What follows belongs to an exercise in optimizing a design on an open flow for small area, a short achievable clock period and few clock cycles per item; a production flow would make more cautious choices. The RTL was checked by simulation tests, not by an equivalence proof against the original design.

==> run M: inputs <==
// modsynth
module modsynth (
    input  wire        clk,
    input  wire        rst,
    input  wire        cmd_valid,
    output wire        cmd_ready,
    input  wire [2:0]  cmd_data,
    output wire        smp_valid,
    input  wire        smp_ready,
    output wire [15:0] smp_data
);
export LEC_CHECK = 0
export ABC_AREA = 1
export CAP_MARGIN = 20
export CORE_MARGIN = 2
export CORE_UTILIZATION = 60
export SLEW_MARGIN = 20
export SYNTH_MEMORY_MAX_BITS = 65536
create_clock -name core_clock -period 14.0 [get_ports {clk}]
standard.sh (not shown) runs the stock make flow with config.mk's settings and CLKGATE_MAP_FILE= SYNTH_SCRIPT=/design/flow/synth_recipe.tcl, a recipe that flattens the netlist after the stock synthesis.
==> flow/flow/run.sh <==
#!/bin/bash
# The standard layout (the standard.sh: ORFS synthesis to finish, unchanged
# scripts and constraints) with three knobs changed for a shorter achieved
# period: the ports get buf_2 buffers (not delay buffers), sizing may swap
# cells of different footprints, and the timing repair aims at a setup slack
# of 7.8 ns.
set -euo pipefail
bash standard.sh SETUP_SLACK_MARGIN=7.8 MATCH_CELL_FOOTPRINT=0 \
    "BUFFER_PORTS_ARGS=-buffer_cell sky130_fd_sc_hd__buf_2" finish > standard.log 2>&1
==> run X (differences from run M) <==
--- a/flow/flow/run.sh
+++ b/flow/flow/run.sh
@@ -5,5 +5,5 @@
 # cells of different footprints, and the timing repair aims at a setup slack
-# of 7.8 ns.
+# of 8.0 ns.
 set -euo pipefail
-bash standard.sh SETUP_SLACK_MARGIN=7.8 MATCH_CELL_FOOTPRINT=0 \
+bash standard.sh SETUP_SLACK_MARGIN=8.0 MATCH_CELL_FOOTPRINT=0 \
     "BUFFER_PORTS_ARGS=-buffer_cell sky130_fd_sc_hd__buf_2" finish > standard.log 2>&1
==> qor summary <==
Result of the run: run M timing/DRC/antenna clean; run X timing/DRC/antenna clean
Fin area: run M 6140 µm²; run X 6220 µm²
Vias in the first global route: run M 6446; run X 6425
Share of cells above drive strength 1: run M 13.5%; run X 14.1%
Met3 WL post-DR: run M 2760 µm; run X 2750 µm
Final worst hold slack: run M 552 ps; run X 613 ps
Actual transition at the worst max-transition pin: run M 1040 ps; run X 1050 ps
Final Skew: run M 6.77 ps; run X 7.10 ps
Fin crit period: run M 6030 ps; run X 5980 ps
Detail-routed net length per standard cell: run M 21.1 µm; run X 21.5 µm
Setup repair after global routing missed its margin: run M no; run X yes
Cell with the biggest individual delay on the critical path: run M sky130_fd_sc_hd__nor2_1; run X sky130_fd_sc_hd__nor2_4
Testbench counts of run M, summed over its fixed seeds: cycles 128,128, items 128,000.
Testbench counts of run X, summed over its fixed seeds: cycles 128,128, items 128,000.

---

==> 12-02 <==
Another version of the RTL of modsynth (not shown whole).
Settings: LEC_CHECK=0, ABC_AREA=1, CAP_MARGIN=20, CORE_MARGIN=2, CORE_UTILIZATION=55, SLEW_MARGIN=20, SYNTH_MEMORY_MAX_BITS=65536; clock period 14.0 ns.
run.sh (not shown) runs the stock make flow with config.mk's settings and CLKGATE_MAP_FILE= SYNTH_SCRIPT=/design/flow/synth_recipe.tcl, a recipe that flattens the netlist after the stock synthesis.
Stock flow here: none of the scripts above is used.
==> inputs of 11-23, as changes to 12-02 <==
==> flow/design.v (replaced) <==
module modsynth_csa #(parameter W = 8) (
    input  wire [W-1:0] a,
    input  wire [W-1:0] b,
    input  wire [W-1:0] c,
    output wire [W-1:0] s,
    output wire [W-1:0] k
);
    assign s = a ^ b ^ c;
    assign k = {(a[W-2:0] & b[W-2:0]) | (c[W-2:0] & (a[W-2:0] ^ b[W-2:0])), 1'b0};
endmodule
module modsynth_inc #(parameter W = 8) (
    input  wire [W-1:0] a,
    output wire [W-1:0] s
);
    wire [W:0] c;
    assign c[0] = 1'b1;
    genvar i;
    generate
        for (i = 0; i < W; i = i + 1) begin : bit_
            assign s[i]   = a[i] ^ c[i];
            assign c[i+1] = a[i] & c[i];
        end
    endgenerate
endmodule
module modsynth (
    input  wire        clk,
    input  wire        rst,
    input  wire        cmd_valid,
    output wire        cmd_ready,
    input  wire [2:0]  cmd_data,
    output wire        smp_valid,
    input  wire        smp_ready,
    output wire [15:0] smp_data
);
    reg        busy;    
    reg        past0;   
    reg        f2;      
    reg        half;    
    reg        neg;     
    reg        dir;     
    reg  [8:0] x;       
    reg [15:0] g_q;     
    reg [15:0] smp_q;   
    assign cmd_ready = ~busy & ~rst;
    assign smp_valid =  busy & ~rst;
    assign smp_data  = smp_q;
    wire accept = cmd_valid & cmd_ready & (cmd_data[2:1] != 2'b11);
    wire emit   = smp_valid & smp_ready;
    wire last   = past0 & ~dir & (x == (f2 ? 9'd8 : 9'd20));
    wire [3:0]  d     = f2 ? 4'd4 : 4'd10;
    wire [9:0]  t     = {1'b0, x} + {6'd0, d};
    wire        wrap  = dir ? t[9] : (t[8:0] > 9'd499);
    wire [8:0]  tw    = t[8:0] + (dir ? 9'd1 : 9'd24);
    wire [8:0]  x_n   = wrap ? tw : t[8:0];
    wire        dir_n = dir ^ wrap;
    wire        neg_n = neg ^ (wrap & dir);
    wire [8:0]  a     = x ^ {9{dir}};
    wire [5:0] ah = a[8:3];
    wire [2:0] al = a[2:0];
    wire [15:0] tb = (ah[5] ? (ah[4] ? (ah[3] ? (ah[2] ? (ah[1] ? 16'd65532 : (ah[0] ? 16'd65493 : 16'd65408)) : (ah[1] ? (ah[0] ? 16'd65286 : 16'd65125) : (ah[0] ? 16'd64922 : 16'd64678))) : (ah[2] ? (ah[1] ? (ah[0] ? 16'd64392 : 16'd64065) : (ah[0] ? 16'd63696 : 16'd63284)) : (ah[1] ? (ah[0] ? 16'd62840 : 16'd62348) : (ah[0] ? 16'd61826 : 16'd61260)))) : (ah[3] ? (ah[2] ? (ah[1] ? (ah[0] ? 16'd60654 : 16'd60010) : (ah[0] ? 16'd59331 : 16'd58610)) : (ah[1] ? (ah[0] ? 16'd57853 : 16'd57063) : (ah[0] ? 16'd56232 : 16'd55368))) : (ah[2] ? (ah[1] ? (ah[0] ? 16'd54467 : 16'd53535) : (ah[0] ? 16'd52562 : 16'd51567)) : (ah[1] ? (ah[0] ? 16'd50528 : 16'd49462) : (ah[0] ? 16'd48370 : 16'd47242))))) : (ah[4] ? (ah[3] ? (ah[2] ? (ah[1] ? (ah[0] ? 16'd46083 : 16'd44895) : (ah[0] ? 16'd43682 : 16'd42436)) : (ah[1] ? (ah[0] ? 16'd41169 : 16'd39874) : (ah[0] ? 16'd38555 : 16'd37208))) : (ah[2] ? (ah[1] ? (ah[0] ? 16'd35841 : 16'd34448) : (ah[0] ? 16'd33034 : 16'd31596)) : (ah[1] ? (ah[0] ? 16'd30146 : 16'd28672) : (ah[0] ? 16'd27180 : 16'd25672)))) : (ah[3] ? (ah[2] ? (ah[1] ? (ah[0] ? 16'd24145 : 16'd22606) : (ah[0] ? 16'd21049 : 16'd19484)) : (ah[1] ? (ah[0] ? 16'd17902 : 16'd16313) : (ah[0] ? 16'd14712 : 16'd13096))) : (ah[2] ? (ah[1] ? (ah[0] ? 16'd11477 : 16'd9855) : (ah[0] ? 16'd8222 : 16'd6581)) : (ah[1] ? (ah[0] ? 16'd4941 : 16'd3294) : (ah[0] ? 16'd1648 : 16'd0))))));
    wire [7:0] ts = (ah[5] ? (ah[4] ? (ah[3] ? (ah[2] ? (ah[1] ? 8'd1 : (ah[0] ? 8'd5 : 8'd11)) : (ah[1] ? (ah[0] ? 8'd16 : 8'd21) : (ah[0] ? 8'd26 : 8'd31))) : (ah[2] ? (ah[1] ? (ah[0] ? 8'd36 : 8'd41) : (ah[0] ? 8'd46 : 8'd52)) : (ah[1] ? (ah[0] ? 8'd56 : 8'd62) : (ah[0] ? 8'd66 : 8'd71)))) : (ah[3] ? (ah[2] ? (ah[1] ? (ah[0] ? 8'd76 : 8'd81) : (ah[0] ? 8'd85 : 8'd90)) : (ah[1] ? (ah[0] ? 8'd95 : 8'd99) : (ah[0] ? 8'd104 : 8'd108))) : (ah[2] ? (ah[1] ? (ah[0] ? 8'd113 : 8'd117) : (ah[0] ? 8'd122 : 8'd125)) : (ah[1] ? (ah[0] ? 8'd130 : 8'd134) : (ah[0] ? 8'd137 : 8'd141))))) : (ah[4] ? (ah[3] ? (ah[2] ? (ah[1] ? (ah[0] ? 8'd145 : 8'd149) : (ah[0] ? 8'd152 : 8'd156)) : (ah[1] ? (ah[0] ? 8'd159 : 8'd162) : (ah[0] ? 8'd165 : 8'd168))) : (ah[2] ? (ah[1] ? (ah[0] ? 8'd171 : 8'd174) : (ah[0] ? 8'd177 : 8'd180)) : (ah[1] ? (ah[0] ? 8'd182 : 8'd184) : (ah[0] ? 8'd187 : 8'd189)))) : (ah[3] ? (ah[2] ? (ah[1] ? (ah[0] ? 8'd191 : 8'd193) : (ah[0] ? 8'd195 : 8'd196)) : (ah[1] ? (ah[0] ? 8'd198 : 8'd199) : (ah[0] ? 8'd200 : 8'd202))) : (ah[2] ? (ah[1] ? (ah[0] ? 8'd203 : 8'd203) : (ah[0] ? 8'd204 : 8'd205)) : (ah[1] ? (ah[0] ? 8'd205 : 8'd206) : (ah[0] ? 8'd206 : 8'd206))))));
    wire [1:0] tr = (a[8] ? (a[7] ? (a[6] ? (a[5] ? (a[4] ? (a[1] ? (a[0] ? 2'd0 : 2'd0) : (a[0] ? 2'd0 : 2'd0)) : (a[3] ? (a[2] ? (a[1] ? (a[0] ? 2'd0 : 2'd2) : (a[0] ? 2'd2 : 2'd2)) : (a[1] ? (a[0] ? 2'd2 : 2'd2) : (a[0] ? 2'd1 : 2'd0))) : (a[2] ? (a[1] ? (a[0] ? 2'd0 : 2'd1) : (a[0] ? 2'd2 : 2'd3)) : (a[1] ? (a[0] ? 2'd3 : 2'd3) : (a[0] ? 2'd3 : 2'd2))))) : (a[4] ? (a[3] ? (a[2] ? (a[1] ? (a[0] ? 2'd0 : 2'd2) : (a[0] ? 2'd3 : 2'd3)) : (a[1] ? (a[0] ? 2'd3 : 2'd3) : (a[0] ? 2'd3 : 2'd2))) : (a[2] ? (a[1] ? (a[0] ? 2'd0 : 2'd2) : (a[0] ? 2'd2 : 2'd3)) : (a[1] ? (a[0] ? 2'd3 : 2'd3) : (a[0] ? 2'd2 : 2'd2)))) : (a[3] ? (a[2] ? (a[1] ? (a[0] ? 2'd0 : 2'd1) : (a[0] ? 2'd2 : 2'd2)) : (a[1] ? (a[0] ? 2'd2 : 2'd2) : (a[0] ? 2'd1 : 2'd0))) : (a[2] ? (a[1] ? (a[0] ? 2'd0 : 2'd1) : (a[0] ? 2'd2 : 2'd2)) : (a[1] ? (a[0] ? 2'd2 : 2'd1) : (a[0] ? 2'd1 : 2'd0)))))) : (a[5] ? (a[4] ? (a[3] ? (a[2] ? (a[1] ? (a[0] ? 2'd0 : 2'd1) : (a[0] ? 2'd1 : 2'd2)) : (a[1] ? (a[0] ? 2'd2 : 2'd1) : (a[0] ? 2'd1 : 2'd0))) : (a[2] ? (a[1] ? (a[0] ? 2'd0 : 2'd2) : (a[0] ? 2'd2 : 2'd2)) : (a[1] ? (a[0] ? 2'd2 : 2'd2) : (a[0] ? 2'd1 : 2'd0)))) : (a[3] ? (a[2] ? (a[1] ? (a[0] ? 2'd1 : 2'd2) : (a[0] ? 2'd2 : 2'd3)) : (a[1] ? (a[0] ? 2'd3 : 2'd2) : (a[0] ? 2'd1 : 2'd0))) : (a[2] ? (a[1] ? (a[0] ? 2'd0 : 2'd1) : (a[0] ? 2'd2 : 2'd3)) : (a[1] ? (a[0] ? 2'd3 : 2'd3) : (a[0] ? 2'd3 : 2'd2))))) : (a[4] ? (a[3] ? (a[2] ? (a[1] ? (a[0] ? 2'd1 : 2'd2) : (a[0] ? 2'd3 : 2'd3)) : (a[1] ? (a[0] ? 2'd3 : 2'd2) : (a[0] ? 2'd1 : 2'd0))) : (a[2] ? (a[1] ? (a[0] ? 2'd0 : 2'd1) : (a[0] ? 2'd2 : 2'd3)) : (a[1] ? (a[0] ? 2'd3 : 2'd3) : (a[0] ? 2'd3 : 2'd2)))) : (a[3] ? (a[2] ? (a[1] ? (a[0] ? 2'd1 : 2'd1) : (a[0] ? 2'd2 : 2'd2)) : (a[1] ? (a[0] ? 2'd2 : 2'd2) : (a[0] ? 2'd1 : 2'd0))) : (a[2] ? (a[1] ? (a[0] ? 2'd1 : 2'd1) : (a[0] ? 2'd2 : 2'd2)) : (a[1] ? (a[0] ? 2'd2 : 2'd1) : (a[0] ? 2'd1 : 2'd0))))))) : (a[6] ? (a[5] ? (a[4] ? (a[3] ? (a[2] ? (a[1] ? (a[0] ? 2'd0 : 2'd1) : (a[0] ? 2'd1 : 2'd2)) : (a[1] ? (a[0] ? 2'd2 : 2'd2) : (a[0] ? 2'd1 : 2'd0))) : (a[2] ? (a[1] ? (a[0] ? 2'd0 : 2'd0) : (a[0] ? 2'd2 : 2'd2)) : (a[1] ? (a[0] ? 2'd2 : 2'd2) : (a[0] ? 2'd2 : 2'd0)))) : (a[3] ? (a[2] ? (a[1] ? (a[0] ? 2'd1 : 2'd2) : (a[0] ? 2'd2 : 2'd2)) : (a[1] ? (a[0] ? 2'd2 : 2'd2) : (a[0] ? 2'd0 : 2'd0))) : (a[2] ? (a[1] ? (a[0] ? 2'd1 : 2'd2) : (a[0] ? 2'd2 : 2'd2)) : (a[1] ? (a[0] ? 2'd2 : 2'd2) : (a[0] ? 2'd1 : 2'd0))))) : (a[4] ? (a[3] ? (a[2] ? (a[1] ? (a[0] ? 2'd0 : 2'd1) : (a[0] ? 2'd2 : 2'd2)) : (a[1] ? (a[0] ? 2'd2 : 2'd2) : (a[0] ? 2'd1 : 2'd1))) : (a[2] ? (a[1] ? (a[0] ? 2'd1 : 2'd2) : (a[0] ? 2'd2 : 2'd2)) : (a[1] ? (a[0] ? 2'd1 : 2'd2) : (a[0] ? 2'd0 : 2'd0)))) : (a[3] ? (a[2] ? (a[1] ? (a[0] ? 2'd0 : 2'd1) : (a[0] ? 2'd1 : 2'd2)) : (a[1] ? (a[0] ? 2'd2 : 2'd2) : (a[0] ? 2'd1 : 2'd0))) : (a[2] ? (a[1] ? (a[0] ? 2'd1 : 2'd2) : (a[0] ? 2'd2 : 2'd2)) : (a[1] ? (a[0] ? 2'd2 : 2'd2) : (a[0] ? 2'd1 : 2'd0)))))) : (a[5] ? (a[4] ? (a[3] ? (a[2] ? (a[1] ? (a[0] ? 2'd0 : 2'd1) : (a[0] ? 2'd1 : 2'd2)) : (a[1] ? (a[0] ? 2'd2 : 2'd2) : (a[0] ? 2'd2 : 2'd1))) : (a[2] ? (a[1] ? (a[0] ? 2'd0 : 2'd1) : (a[0] ? 2'd1 : 2'd2)) : (a[1] ? (a[0] ? 2'd2 : 2'd2) : (a[0] ? 2'd1 : 2'd0)))) : (a[3] ? (a[2] ? (a[1] ? (a[0] ? 2'd0 : 2'd1) : (a[0] ? 2'd2 : 2'd3)) : (a[1] ? (a[0] ? 2'd3 : 2'd3) : (a[0] ? 2'd3 : 2'd2))) : (a[2] ? (a[1] ? (a[0] ? 2'd1 : 2'd2) : (a[0] ? 2'd2 : 2'd2)) : (a[1] ? (a[0] ? 2'd2 : 2'd2) : (a[0] ? 2'd0 : 2'd0))))) : (a[4] ? (a[3] ? (a[2] ? (a[1] ? (a[0] ? 2'd0 : 2'd1) : (a[0] ? 2'd2 : 2'd3)) : (a[1] ? (a[0] ? 2'd3 : 2'd3) : (a[0] ? 2'd3 : 2'd2))) : (a[2] ? (a[1] ? (a[0] ? 2'd0 : 2'd1) : (a[0] ? 2'd2 : 2'd3)) : (a[1] ? (a[0] ? 2'd3 : 2'd3) : (a[0] ? 2'd3 : 2'd2)))) : (a[3] ? (a[2] ? (a[1] ? (a[0] ? 2'd1 : 2'd2) : (a[0] ? 2'd2 : 2'd2)) : (a[1] ? (a[0] ? 2'd2 : 2'd1) : (a[0] ? 2'd1 : 2'd0))) : (a[2] ? (a[1] ? (a[0] ? 2'd1 : 2'd1) : (a[0] ? 2'd2 : 2'd2)) : (a[1] ? (a[0] ? 2'd2 : 2'd1) : (a[0] ? 2'd1 : 2'd0)))))))) : (a[7] ? (a[6] ? (a[5] ? (a[4] ? (a[3] ? (a[2] ? (a[1] ? (a[0] ? 2'd0 : 2'd2) : (a[0] ? 2'd2 : 2'd2)) : (a[1] ? (a[0] ? 2'd2 : 2'd2) : (a[0] ? 2'd1 : 2'd1))) : (a[2] ? (a[1] ? (a[0] ? 2'd0 : 2'd1) : (a[0] ? 2'd1 : 2'd2)) : (a[1] ? (a[0] ? 2'd2 : 2'd2) : (a[0] ? 2'd2 : 2'd2)))) : (a[3] ? (a[2] ? (a[1] ? (a[0] ? 2'd1 : 2'd1) : (a[0] ? 2'd2 : 2'd2)) : (a[1] ? (a[0] ? 2'd2 : 2'd1) : (a[0] ? 2'd1 : 2'd0))) : (a[2] ? (a[1] ? (a[0] ? 2'd0 : 2'd1) : (a[0] ? 2'd2 : 2'd2)) : (a[1] ? (a[0] ? 2'd2 : 2'd2) : (a[0] ? 2'd2 : 2'd2))))) : (a[4] ? (a[3] ? (a[2] ? (a[1] ? (a[0] ? 2'd0 : 2'd1) : (a[0] ? 2'd1 : 2'd2)) : (a[1] ? (a[0] ? 2'd2 : 2'd2) : (a[0] ? 2'd1 : 2'd1))) : (a[2] ? (a[1] ? (a[0] ? 2'd1 : 2'd1) : (a[0] ? 2'd2 : 2'd2)) : (a[1] ? (a[0] ? 2'd2 : 2'd1) : (a[0] ? 2'd1 : 2'd0)))) : (a[3] ? (a[2] ? (a[1] ? (a[0] ? 2'd0 : 2'd1) : (a[0] ? 2'd1 : 2'd1)) : (a[1] ? (a[0] ? 2'd1 : 2'd1) : (a[0] ? 2'd0 : 2'd0))) : (a[2] ? (a[1] ? (a[0] ? 2'd1 : 2'd2) : (a[0] ? 2'd2 : 2'd2)) : (a[1] ? (a[0] ? 2'd2 : 2'd1) : (a[0] ? 2'd1 : 2'd0)))))) : (a[5] ? (a[4] ? (a[3] ? (a[2] ? (a[1] ? (a[0] ? 2'd0 : 2'd1) : (a[0] ? 2'd1 : 2'd1)) : (a[1] ? (a[0] ? 2'd1 : 2'd1) : (a[0] ? 2'd0 : 2'd0))) : (a[2] ? (a[1] ? (a[0] ? 2'd0 : 2'd1) : (a[0] ? 2'd1 : 2'd1)) : (a[1] ? (a[0] ? 2'd1 : 2'd1) : (a[0] ? 2'd0 : 2'd0)))) : (a[3] ? (a[2] ? (a[1] ? (a[0] ? 2'd0 : 2'd0) : (a[0] ? 2'd1 : 2'd1)) : (a[1] ? (a[0] ? 2'd1 : 2'd1) : (a[0] ? 2'd1 : 2'd0))) : (a[2] ? (a[1] ? (a[0] ? 2'd0 : 2'd1) : (a[0] ? 2'd1 : 2'd2)) : (a[1] ? (a[0] ? 2'd2 : 2'd2) : (a[0] ? 2'd2 : 2'd2))))) : (a[4] ? (a[3] ? (a[2] ? (a[1] ? (a[0] ? 2'd0 : 2'd0) : (a[0] ? 2'd1 : 2'd1)) : (a[1] ? (a[0] ? 2'd1 : 2'd1) : (a[0] ? 2'd0 : 2'd0))) : (a[2] ? (a[1] ? (a[0] ? 2'd1 : 2'd2) : (a[0] ? 2'd2 : 2'd2)) : (a[1] ? (a[0] ? 2'd2 : 2'd1) : (a[0] ? 2'd1 : 2'd0)))) : (a[3] ? (a[2] ? (a[1] ? (a[0] ? 2'd0 : 2'd0) : (a[0] ? 2'd1 : 2'd0)) : (a[1] ? (a[0] ? 2'd1 : 2'd1) : (a[0] ? 2'd1 : 2'd1))) : (a[2] ? (a[1] ? (a[0] ? 2'd0 : 2'd0) : (a[0] ? 2'd1 : 2'd0)) : (a[1] ? (a[0] ? 2'd1 : 2'd1) : (a[0] ? 2'd1 : 2'd0))))))) : (a[6] ? (a[5] ? (a[4] ? (a[3] ? (a[2] ? (a[1] ? (a[0] ? 2'd0 : 2'd1) : (a[0] ? 2'd1 : 2'd2)) : (a[1] ? (a[0] ? 2'd2 : 2'd2) : (a[0] ? 2'd1 : 2'd2))) : (a[2] ? (a[1] ? (a[0] ? 2'd0 : 2'd0) : (a[0] ? 2'd1 : 2'd1)) : (a[1] ? (a[0] ? 2'd1 : 2'd1) : (a[0] ? 2'd1 : 2'd1)))) : (a[3] ? (a[2] ? (a[1] ? (a[0] ? 2'd0 : 2'd1) : (a[0] ? 2'd1 : 2'd2)) : (a[1] ? (a[0] ? 2'd2 : 2'd2) : (a[0] ? 2'd2 : 2'd2))) : (a[2] ? (a[1] ? (a[0] ? 2'd1 : 2'd1) : (a[0] ? 2'd1 : 2'd1)) : (a[1] ? (a[0] ? 2'd1 : 2'd1) : (a[0] ? 2'd1 : 2'd0))))) : (a[4] ? (a[3] ? (a[2] ? (a[1] ? (a[0] ? 2'd0 : 2'd0) : (a[0] ? 2'd1 : 2'd1)) : (a[1] ? (a[0] ? 2'd1 : 2'd1) : (a[0] ? 2'd1 : 2'd1))) : (a[2] ? (a[1] ? (a[0] ? 2'd0 : 2'd1) : (a[0] ? 2'd1 : 2'd1)) : (a[1] ? (a[0] ? 2'd1 : 2'd1) : (a[0] ? 2'd0 : 2'd1)))) : (a[3] ? (a[2] ? (a[1] ? (a[0] ? 2'd1 : 2'd1) : (a[0] ? 2'd1 : 2'd1)) : (a[1] ? (a[0] ? 2'd1 : 2'd0) : (a[0] ? 2'd0 : 2'd0))) : (a[2] ? (a[1] ? (a[0] ? 2'd0 : 2'd1) : (a[0] ? 2'd1 : 2'd1)) : (a[1] ? (a[0] ? 2'd2 : 2'd2) : (a[0] ? 2'd2 : 2'd2)))))) : (a[5] ? (a[4] ? (a[3] ? (a[2] ? (a[1] ? (a[0] ? 2'd0 : 2'd1) : (a[0] ? 2'd1 : 2'd2)) : (a[1] ? (a[0] ? 2'd1 : 2'd2) : (a[0] ? 2'd2 : 2'd2))) : (a[2] ? (a[1] ? (a[0] ? 2'd1 : 2'd1) : (a[0] ? 2'd1 : 2'd1)) : (a[1] ? (a[0] ? 2'd0 : 2'd1) : (a[0] ? 2'd0 : 2'd0)))) : (a[3] ? (a[2] ? (a[1] ? (a[0] ? 2'd0 : 2'd0) : (a[0] ? 2'd0 : 2'd0)) : (a[1] ? (a[0] ? 2'd0 : 2'd0) : (a[0] ? 2'd0 : 2'd0))) : (a[2] ? (a[1] ? (a[0] ? 2'd0 : 2'd1) : (a[0] ? 2'd1 : 2'd1)) : (a[1] ? (a[0] ? 2'd1 : 2'd1) : (a[0] ? 2'd1 : 2'd1))))) : (a[4] ? (a[3] ? (a[2] ? (a[1] ? (a[0] ? 2'd1 : 2'd1) : (a[0] ? 2'd1 : 2'd1)) : (a[1] ? (a[0] ? 2'd0 : 2'd1) : (a[0] ? 2'd0 : 2'd0))) : (a[2] ? (a[1] ? (a[0] ? 2'd0 : 2'd0) : (a[0] ? 2'd0 : 2'd0)) : (a[1] ? (a[0] ? 2'd0 : 2'd0) : (a[0] ? 2'd0 : 2'd1)))) : (a[3] ? (a[2] ? (a[1] ? (a[0] ? 2'd0 : 2'd0) : (a[0] ? 2'd0 : 2'd0)) : (a[1] ? (a[0] ? 2'd0 : 2'd0) : (a[0] ? 2'd0 : 2'd0))) : (a[2] ? (a[1] ? (a[0] ? 2'd0 : 2'd0) : (a[0] ? 2'd0 : 2'd0)) : (a[1] ? (a[0] ? 2'd0 : 2'd0) : (a[0] ? 2'd0 : 2'd0)))))))));
    wire [16:0] p0 = {9'd0, ts & {8{al[0]}}};
    wire [16:0] p1 = {8'd0, ts & {8{al[1]}}, 1'b0};
    wire [16:0] p2 = {7'd0, ts & {8{al[2]}}, 2'b0};
    wire [16:0] p3 = {14'd0, tr, 1'b0};
    wire [16:0] s1, k1, s2, k2, s3, k3;
    modsynth_csa #(17) u_c1 ({1'b0, tb}, p0, p1, s1, k1);
    modsynth_csa #(17) u_c2 (s1, k1, p2, s2, k2);
    modsynth_csa #(17) u_c3 (s2, k2, p3, s3, k3);
    wire [16:0] f2x = s3 + k3;
    wire [14:0] f   = f2x[15:1];
    wire [15:0] g  = neg ? ~{1'b0, f} : {1'b0, f};
    wire [15:0] gs = half ? {g_q[15], g_q[15:1]} : g_q;
    wire [16:0] r;
    modsynth_inc #(17) u_inc ({gs[15], gs}, r);
    wire [15:0] word = r[16:1];
    always @(posedge clk) begin
        if (rst)
            busy <= 1'b0;
        else if (accept)
            busy <= 1'b1;
        else if (emit && last)
            busy <= 1'b0;
    end
    always @(posedge clk) begin
        if (accept) begin
            f2    <= (cmd_data == 3'b010);
            half  <= (cmd_data == 3'b000);
            neg   <= (cmd_data == 3'b100);
            dir   <= 1'b0;
            x     <= (cmd_data == 3'b010) ? 9'd8 : 9'd20;
            past0 <= 1'b0;
            g_q   <= (cmd_data == 3'b010) ? 16'd412 :
                     (cmd_data == 3'b100) ? ~16'd1030 : 16'd1030;
            smp_q <= 16'd0;
        end else if (emit) begin
            x     <= x_n;
            dir   <= dir_n;
            neg   <= neg_n;
            past0 <= 1'b1;
            g_q   <= g;
            smp_q <= word;
        end
    end
endmodule
==> flow/flow/run.sh (new file) <==
#!/bin/bash
# The standard layout (the standard.sh: ORFS synthesis to finish, unchanged
# scripts and constraints) with three knobs changed for a shorter achieved
# period: the ports get buf_2 buffers (not delay buffers), sizing may swap
# cells of different footprints, and the timing repair aims at a setup slack
# of 7.8 ns.
set -euo pipefail
bash standard.sh SETUP_SLACK_MARGIN=7.8 MATCH_CELL_FOOTPRINT=0 \
    "BUFFER_PORTS_ARGS=-buffer_cell sky130_fd_sc_hd__buf_2" finish > standard.log 2>&1
==> flow/standard.sh (new file) <==
#!/bin/bash
# synth_recipe.tcl (not shown) runs the flow's synth.tcl, then flattens the netlist and writes it again
# the make line also repeats each setting of config.mk as NAME=value (left out here)
make -C /OpenROAD-flow-scripts/flow DESIGN_CONFIG=/design/flow/config.mk WORK_HOME=/design/flow/orfs CLKGATE_MAP_FILE= SYNTH_SCRIPT=/design/flow/synth_recipe.tcl "${@:-finish}"
removed: flow/run.sh
==> flow_summary.toml <==
[run_status]
status = "complete, no violations"

[synthesis]
synth_edf_count = 12
synth_area_leaders = "nand2_1 (17%), ha_1 (9.8%), inv_1 (8.2%)"
avgSynthCellArea_sq_um = 5.87

[global_routing]
grt_start_max_net_pins = 37
grt_pass1_wl_microns = 37500

[route]
met2_length_microns = 9980
vias = 8199

[critical_path]
rr_worst_depth = 28
r2r-start = "a[3]"

[finish]
sh_seq_area_pct = 9.89
multi_input_area_share_pct = 72.7

[place]
gp_congestion = 1.12
# the run above: 12-02

==> flow_summary.toml <==
[run_status]
status = "complete, no violations"

[global_routing]
grt_pass1_wl_microns = 35400

[critical_path]
r2r-start = "x[5]"
rr_worst_depth = 29

[finish]
multi_input_area_share_pct = 68.0

[place]
gp_congestion = 1.04

[synthesis]
synth_edf_count = 28
avgSynthCellArea_sq_um = 6.33

[route]
met2_length_microns = 9750
vias = 7463
# the run above: 11-23

Testbench counts of 12-02, summed over its fixed seeds: cycles 128,128, items 128,000.
Testbench counts of 11-23, summed over its fixed seeds: cycles 128,128, items 128,000.

what the ideal ports hide:
No port has a modelled driver above. Below, the same layouts with a new extraction and two added sets of constraints. Step 1, drivers: a clkbuf_16 drives clk and a buf_2 each remaining input, both assumed. Step 2 adds t to the input delays and takes it off the output delays; t is the mean of the earliest and latest rising clock arrival at the registers after step 1. Input paths then give back, and output paths get back, about the clock's delay inside the block. Three values: no drivers, after step 1, after step 2; two values: the first two.
run	t (ns)	setup slack, ns	clock arrival spread, ns	worst register clock-pin slew, ns	pins driven straight from the clock port
run M	0.309	7.972 / 7.951 / 7.951	0.009 / 0.009	0.07 / 0.07	1
run X	0.308	8.019 / 7.987 / 7.987	0.009 / 0.009	0.07 / 0.07	1
12-02	0.309	6.899 / 6.899 / 6.899	0.006 / 0.007	0.06 / 0.06	1
11-23	0.321	8.014 / 7.994 / 7.994	0.006 / 0.006	0.07 / 0.07	1
After both steps setup and hold are still met in every run listed. The setup slack of run X, which loses most, moves by -0.032 ns with the drivers and by -0.032 ns with both steps.
